Context: an optimization exercise on an open-source flow, tuned for small area. The choices shown serve that exercise and are no tape-out recipe. Function was checked by simulation only, so behaviour that the tests miss may differ from the original. The clock port is modelled as an ideal driver; clocking choices that lean on that would not hold on a real chip. Power and IR drop assume default switching activity.

Setup of v26:
==> flow/design.v (excerpt) <==
module bayer_unpack (
    input  wire        clk,
    input  wire        rst,             
    input  wire        start,
    input  wire [11:0] cfg_width,
    input  wire [11:0] cfg_height,
    input  wire [31:0] cfg_mode,
    input  wire [15:0] cfg_stride,
    input  wire [31:0] cfg_src_len,
    output wire [1:0]  state,
    output wire [3:0]  err,
    output wire [3:0]  errfield,
    output wire [12:0] row,
    output wire [31:0] fault_addr,
    output wire        src_req,
    output wire [31:0] src_addr,
    input  wire        src_gnt,
    input  wire        src_rvalid,
    input  wire [7:0]  src_rdata,
    output wire        dst_we,
    output wire [25:0] dst_addr,
    output wire [7:0]  dst_wdata,
    input  wire        dst_ready
);
Settings: LEC_CHECK=0, CAP_MARGIN=0, CORE_MARGIN=2, CORE_UTILIZATION=40, SLEW_MARGIN=0; clock period 8.0 ns.
standard.sh (not shown) runs the stock make flow with config.mk's settings and CLKGATE_MAP_FILE= SYNTH_SCRIPT=/design/flow/synth_recipe.tcl, a recipe that flattens the netlist after the stock synthesis.
==> flow/flow/run.sh <==
#!/bin/bash
# The standard ORFS layout with three changes:
#  - synthesis maps logic with an area-oriented ABC script (flow/abc_area.script)
#    in place of ORFS's delay-oriented abc_speed.script; everything else in
#    synthesis (registers, their names and cells) is unchanged;
#  - each port gets the smallest buffer cell;
#  - the clock tree uses clkbuf_8 buffers and no dummy loads.
set -euo pipefail
rm -rf scripts_abc
cp -r "$FLOW_HOME/scripts" scripts_abc
cp flow/abc_area.script scripts_abc/abc_speed.script
bash standard.sh "SCRIPTS_DIR=$PWD/scripts_abc" \
  "BUFFER_PORTS_ARGS=-buffer_cell sky130_fd_sc_hd__buf_1" \
  "CTS_ARGS=-sink_clustering_enable -repair_clock_nets -dont_use_dummy_load -buf_list sky130_fd_sc_hd__clkbuf_8 -root_buf sky130_fd_sc_hd__clkbuf_8" \
  finish > orfs_make.log 2>&1
==> flow/flow/abc_area.script <==
&get -n
&st
&syn2
&dch
&nf -R 1000
&put
topo
stime -c
Both conditions hold for v26: the flow ran to the end and the final layout passed the timing, DRC and antenna checks.
## Diff of input files: v48 against v26
- SLEW_MARGIN: 0 -> 20
- CAP_MARGIN: 0 -> 20
Results
- From v26 to v48 the numbers moved as follows: die area was more or less identical, post-synthesis simple-gate area fraction held steady.
- | final non-filler cell total | v26 vs v48 | ≈ equal |
- v26 -> v48: number of H-tree branching levels delta 0, exact match
- Comparing v48 against v26, there is no change at all in first-pass GRT wire length.
- Compared with v26, in v48 clock group total power comparable; sequential cell count stayed essentially flat; row count held.
- v48 against v26: area of the placeable core did not really move, share of the core filled with cells in the final layout comparable, top-level I/O count shows no meaningful change.
Modified inputs, v50 compared to v48
- GPL_TIMING_DRIVEN now 0, previously not set
- SLEW_MARGIN now 0, was 20
- CAP_MARGIN now 0, was 20
## What came out
Going from v48 to v50, number of cells on the worst reg-to-reg path shrank by a few percent.
Going from v48 to v50, the wire length was found to have gone up by 1.6%.
Of v50 and v48, the run reporting the higher layout buffering overhead excluding clock cells was v50.
v50 vs. v48: minimum clock period climbed 300 ps, clock share of power has decreased, maximum number of pins on one net before global-route repair rose 63%, final core area utilization rose by 2.3 points.
Reported for v50 and v48, fraction of the mapped netlist area in compound gates turned out identical to the last digit.
Looking at smallest hold slack across v50 and v48, the one that comes out higher is v50.

---

== run A ==
bayer_unpack, a different RTL version from the one above (not shown whole).
Size in the first run: ~180 flip-flops, roughly 240 I/O pins, roughly 8900 um2 of cells after synthesis.
export LEC_CHECK = 0
export CAP_MARGIN = 20
export CORE_MARGIN = 2
export CORE_UTILIZATION = 40
export SLEW_MARGIN = 20
create_clock -name core_clock -period 8.0 [get_ports {clk}]
run.sh (not shown) runs the stock make flow with config.mk's settings and CLKGATE_MAP_FILE= SYNTH_SCRIPT=/design/flow/synth_recipe.tcl, a recipe that flattens the netlist after the stock synthesis.
Stock flow here: none of the scripts above is used.
--- input diff run A..run B ---
==> flow/flow/run.sh (new file) <==
#!/bin/bash
# Standard ORFS layout, with the smallest buffer cell on the ports.
set -euo pipefail
bash standard.sh "BUFFER_PORTS_ARGS=-buffer_cell sky130_fd_sc_hd__buf_1" finish > orfs_make.log 2>&1
==> flow/standard.sh (new file) <==
#!/bin/bash
# synth_recipe.tcl (not shown) runs the flow's synth.tcl, then flattens the netlist and writes it again
# the make line also repeats each setting of config.mk as NAME=value (left out here)
make -C /OpenROAD-flow-scripts/flow DESIGN_CONFIG=/design/flow/config.mk WORK_HOME=/design/flow/orfs CLKGATE_MAP_FILE= SYNTH_SCRIPT=/design/flow/synth_recipe.tcl "${@:-finish}"
removed: flow/run.sh
==> comparison <==
Taking run A as the reference, in run B worst hold slack lower, design area lower.
[compare] base=run A new=run B: number of cells in the finished layout apart from fillers held steady; reg2reg setup slack grew by 0.09 ns; multi-input logic portion of the cell area grew by 4.3 points; utilization shrank by 6.3 points; minimum clock period after layout shrank by 0.090 ns.
Proportion of power drawn by the clock network in run B is 0.9 points below run A.
The run with more routed wire is run A, not run B.
Here is what was changed in the inputs of run C compared with run B.
==> flow/flow/run.sh <==
#!/bin/bash
# Standard ORFS layout with the smallest buffer on each port and a clock
# tree of clkbuf_8 buffers without dummy loads.
set -euo pipefail
bash standard.sh "BUFFER_PORTS_ARGS=-buffer_cell sky130_fd_sc_hd__buf_1" \
  "CTS_ARGS=-sink_clustering_enable -repair_clock_nets -dont_use_dummy_load -buf_list sky130_fd_sc_hd__clkbuf_8 -root_buf sky130_fd_sc_hd__clkbuf_8 " \
  finish > orfs_make.log 2>&1
Notes after the runs:
On part of the cycle the worst path needs, run B and run C are neck and neck. Run C -> run B: setup TNS after final layout delta 0, exact match. Highest clock frequency the design can meet: run C vs run B — no meaningful difference. Taking run B as the reference, in run C layout overhead on the synthesized area lower, total chip power shows a reduction of about 15%, final cell count saw a decrease. In run C the part of the power in the clock network turned out 11 points lower than in run B.

---

bayer_unpack, a different RTL version from the one above (not shown whole).
For scale: roughly 180 flip-flops, ~240 I/O pins.
export LEC_CHECK = 0
export CAP_MARGIN = 20
export CORE_MARGIN = 2
export CORE_UTILIZATION = 40
export SLEW_MARGIN = 20
create_clock -name core_clock -period 8.0 [get_ports {clk}]
standard.sh (not shown) runs the stock make flow with config.mk's settings and CLKGATE_MAP_FILE= SYNTH_SCRIPT=/design/flow/synth_recipe.tcl, a recipe that flattens the netlist after the stock synthesis.
==> flow/flow/run.sh <==
#!/bin/bash
# The standard ORFS layout with these changes:
#  - synthesis maps logic with an area-oriented ABC script (flow/abc_area.script)
#    in place of ORFS's delay-oriented abc_speed.script; everything else in
#    synthesis (registers, their names and cells) is unchanged;
#  - each port gets the smallest buffer cell;
#  - the clock tree uses clkbuf_8 buffers and no dummy loads; after CTS,
#    flow/post_cts.tcl turns leaf buffers with light loads into clkbuf_4;
#  - one tie cell drives all constant outputs (no tie fanout repair).
set -euo pipefail
rm -rf scripts_abc
cp -r "$FLOW_HOME/scripts" scripts_abc
cp flow/abc_area.script scripts_abc/abc_speed.script
bash standard.sh "SCRIPTS_DIR=$PWD/scripts_abc" \
  "BUFFER_PORTS_ARGS=-buffer_cell sky130_fd_sc_hd__buf_1" \
  "POST_CTS_TCL=$PWD/flow/post_cts.tcl" SKIP_REPAIR_TIE_FANOUT=1 \
  "CTS_ARGS=-sink_clustering_enable -repair_clock_nets -dont_use_dummy_load -buf_list sky130_fd_sc_hd__clkbuf_8 -root_buf sky130_fd_sc_hd__clkbuf_8" \
  finish > orfs_make.log 2>&1
==> flow/flow/abc_area.script <==
&get -n
&st
&syn2
&dch
&nf -R 1000 -C 32 -F 8 -A 8
&put
topo
stime -c
==> flow/flow/post_cts.tcl <==
# After clock tree synthesis: a clock leaf buffer becomes clkbuf_4 where every
# flip-flop clock pin it drives keeps a slew under 112 ps; otherwise it stays
# clkbuf_8. A smaller cell fits in the larger one's place.
estimate_parasitics -placement
foreach inst [get_cells clkbuf_*] {
  if { [get_property $inst ref_name] != "sky130_fd_sc_hd__clkbuf_8" } { continue }
  set name [get_full_name $inst]
  set out [get_pins $name/X]
  set loads [get_pins -of_objects [get_nets -of_objects $out] -filter "direction == input"]
  set leaf 1
  foreach p $loads {
    if { ![string match "*/CLK" [get_full_name $p]] } { set leaf 0 }
  }
  if { !$leaf } { continue }
  replace_cell $inst sky130_fd_sc_hd__clkbuf_4
  estimate_parasitics -placement
  set worst 0.0
  foreach p $loads {
    set s [get_property $p slew_max]
    if { $s > $worst } { set worst $s }
  }
  if { $worst > 0.112 } {
    replace_cell $inst sky130_fd_sc_hd__clkbuf_8
    estimate_parasitics -placement
    puts "post_cts: $name stays clkbuf_8 (clkbuf_4 slew $worst)"
  } else {
    puts "post_cts: $name -> clkbuf_4 (slew $worst)"
  }
}
The baseline completed without violations.
Change:
--- a/flow/flow/run.sh
+++ b/flow/flow/run.sh
@@ -1,3 +1,3 @@
 #!/bin/bash
-# The standard ORFS layout with these changes:
+# The standard ORFS layout with three changes:
 #  - synthesis maps logic with an area-oriented ABC script (flow/abc_area.script)
==> flow/flow/abc_area.script (replaced) <==
&get -n
&st
&syn2
&dch
&nf -R 1000
&put
topo
stime -c
--- a/flow/flow/post_cts.tcl
+++ b/flow/flow/post_cts.tcl
@@ -1,3 +1,3 @@
 # After clock tree synthesis: a clock leaf buffer becomes clkbuf_4 where every
-# flip-flop clock pin it drives keeps a slew under 112 ps; otherwise it stays
+# flip-flop clock pin it drives keeps a slew under 105 ps; otherwise it stays
 # clkbuf_8. A smaller cell fits in the larger one's place.
@@ -21,3 +21,3 @@
   }
-  if { $worst > 0.112 } {
+  if { $worst > 0.105 } {
     replace_cell $inst sky130_fd_sc_hd__clkbuf_8
--- a/flow/config.mk
+++ b/flow/config.mk
@@ -9,3 +9,3 @@
 export CORE_MARGIN = 2
-export CORE_UTILIZATION = 40
+export CORE_UTILIZATION = 55
 export SLEW_MARGIN = 20
Effect: The changed run went through all stages and came out clean; power rises by 0.32%; routed wire length falls by 2.0%; hold slack loses 0.0092 ns; non-clock buffer count falls by 1; cell count falls by 7.6%; core utilization rises by 17 points.
Change:
--- a/flow/flow/run.sh
+++ b/flow/flow/run.sh
@@ -1,3 +1,3 @@
 #!/bin/bash
-# The standard ORFS layout with three changes:
+# The standard ORFS layout with these changes:
 #  - synthesis maps logic with an area-oriented ABC script (flow/abc_area.script)
@@ -16,3 +16,3 @@
   "POST_CTS_TCL=$PWD/flow/post_cts.tcl" SKIP_REPAIR_TIE_FANOUT=1 \
-  "CTS_ARGS=-sink_clustering_enable -repair_clock_nets -dont_use_dummy_load -buf_list sky130_fd_sc_hd__clkbuf_8 -root_buf sky130_fd_sc_hd__clkbuf_8" \
+  "CTS_ARGS=-sink_clustering_enable -repair_clock_nets -dont_use_dummy_load -buf_list sky130_fd_sc_hd__clkbuf_8 -root_buf sky130_fd_sc_hd__clkbuf_4" \
   finish > orfs_make.log 2>&1
--- a/flow/config.mk
+++ b/flow/config.mk
@@ -9,3 +9,3 @@
 export CORE_MARGIN = 2
-export CORE_UTILIZATION = 55
+export CORE_UTILIZATION = 40
 export SLEW_MARGIN = 20
Effect:
- worst hold slack improved by 0.044 ns
- power came out lower by 0.50%
- design area rose by 1.0%
- utilization shrinks by 17 points
- first-iteration DRC count falls by 21%
- synthesized cell count stays the same
- combinational power stays flat
- worst setup slack degrades by 0.13 ns
Change:
--- a/flow/flow/run.sh
+++ b/flow/flow/run.sh
@@ -1,3 +1,3 @@
 #!/bin/bash
-# The standard ORFS layout with these changes:
+# The standard ORFS layout with three changes:
 #  - synthesis maps logic with an area-oriented ABC script (flow/abc_area.script)
@@ -16,3 +16,3 @@
   "POST_CTS_TCL=$PWD/flow/post_cts.tcl" SKIP_REPAIR_TIE_FANOUT=1 \
-  "CTS_ARGS=-sink_clustering_enable -repair_clock_nets -dont_use_dummy_load -buf_list sky130_fd_sc_hd__clkbuf_8 -root_buf sky130_fd_sc_hd__clkbuf_4" \
+  "CTS_ARGS=-sink_clustering_enable -repair_clock_nets -dont_use_dummy_load -buf_list sky130_fd_sc_hd__clkbuf_8 -root_buf sky130_fd_sc_hd__clkbuf_8" \
   finish > orfs_make.log 2>&1
Outcome:
- routed wire length decreases by 0.32%
- clock power stays flat
- worst setup slack improved by 0.0041 ns
- core utilization stays flat
Change:
--- a/flow/flow/run.sh
+++ b/flow/flow/run.sh
@@ -6,5 +6,3 @@
 #  - each port gets the smallest buffer cell;
-#  - the clock tree uses clkbuf_8 buffers and no dummy loads; after CTS,
-#    flow/post_cts.tcl turns leaf buffers with light loads into clkbuf_4;
-#  - one tie cell drives all constant outputs (no tie fanout repair).
+#  - the clock tree uses clkbuf_8 buffers and no dummy loads.
 set -euo pipefail
@@ -15,3 +13,2 @@
   "BUFFER_PORTS_ARGS=-buffer_cell sky130_fd_sc_hd__buf_1" \
-  "POST_CTS_TCL=$PWD/flow/post_cts.tcl" SKIP_REPAIR_TIE_FANOUT=1 \
   "CTS_ARGS=-sink_clustering_enable -repair_clock_nets -dont_use_dummy_load -buf_list sky130_fd_sc_hd__clkbuf_8 -root_buf sky130_fd_sc_hd__clkbuf_8" \
removed: flow/flow/post_cts.tcl
Effect:
- sequential share of layout area drops by 0.26 points
- worst hold slack gets worse by 0.0047 ns
- final area climbs slightly

## what the ideal ports hide
No port has a modelled driver above. Below, the same layouts with a new extraction and two added sets of constraints.
Step 1: set_driving_cell puts a clkbuf_16 on clk and a buf_2 on each other input, an assumption about the parent block.
Step 2 adds t to the input delays and takes it off the output delays; t is the mean of the earliest and latest rising clock arrival at the registers after step 1. Input paths then give back, and output paths get back, about the clock's delay inside the block.
a / b / c = no drivers / after step 1 / after step 2; a / b = the first two.
| run | t (ns) | slack for setup (ns) | hold slack, ns | clock arrival spread, ns |
|---|---|---|---|---|
| v26 | 0.474 | 0.809 / 0.809 / 0.809 | 0.401 / 0.401 / 0.401 | 0.041 / 0.042 |
| v48 | 0.474 | 0.809 / 0.809 / 0.809 | 0.401 / 0.401 / 0.401 | 0.041 / 0.042 |
| v50 | 0.485 | 0.510 / 0.510 / 0.510 | 0.426 / 0.426 / 0.426 | 0.039 / 0.040 |
| run A | 0.469 | 0.242 / 0.242 / 0.242 | 0.459 / 0.459 / 0.459 | 0.012 / 0.012 |
| run B | 0.464 | 0.332 / 0.332 / 0.332 | 0.454 / 0.454 / 0.454 | 0.013 / 0.012 |
| run C | 0.472 | 0.332 / 0.332 / 0.332 | 0.455 / 0.455 / 0.455 | 0.032 / 0.032 |
| the first run of note 3 | 0.470 | 0.721 / 0.721 / 0.721 | 0.408 / 0.408 / 0.408 | 0.040 / 0.040 |
| the second run of note 3 | 0.482 | 0.780 / 0.780 / 0.780 | 0.399 / 0.399 / 0.399 | 0.028 / 0.028 |
| the third run of note 3 | 0.612 | 0.649 / 0.649 / 0.649 | 0.443 / 0.443 / 0.443 | 0.032 / 0.032 |
| the fourth run of note 3 | 0.465 | 0.653 / 0.653 / 0.653 | 0.443 / 0.443 / 0.443 | 0.032 / 0.032 |
| the fifth run of note 3 | 0.468 | 0.702 / 0.702 / 0.702 | 0.438 / 0.438 / 0.438 | 0.034 / 0.035 |
After both steps setup and hold are still met in every run listed.
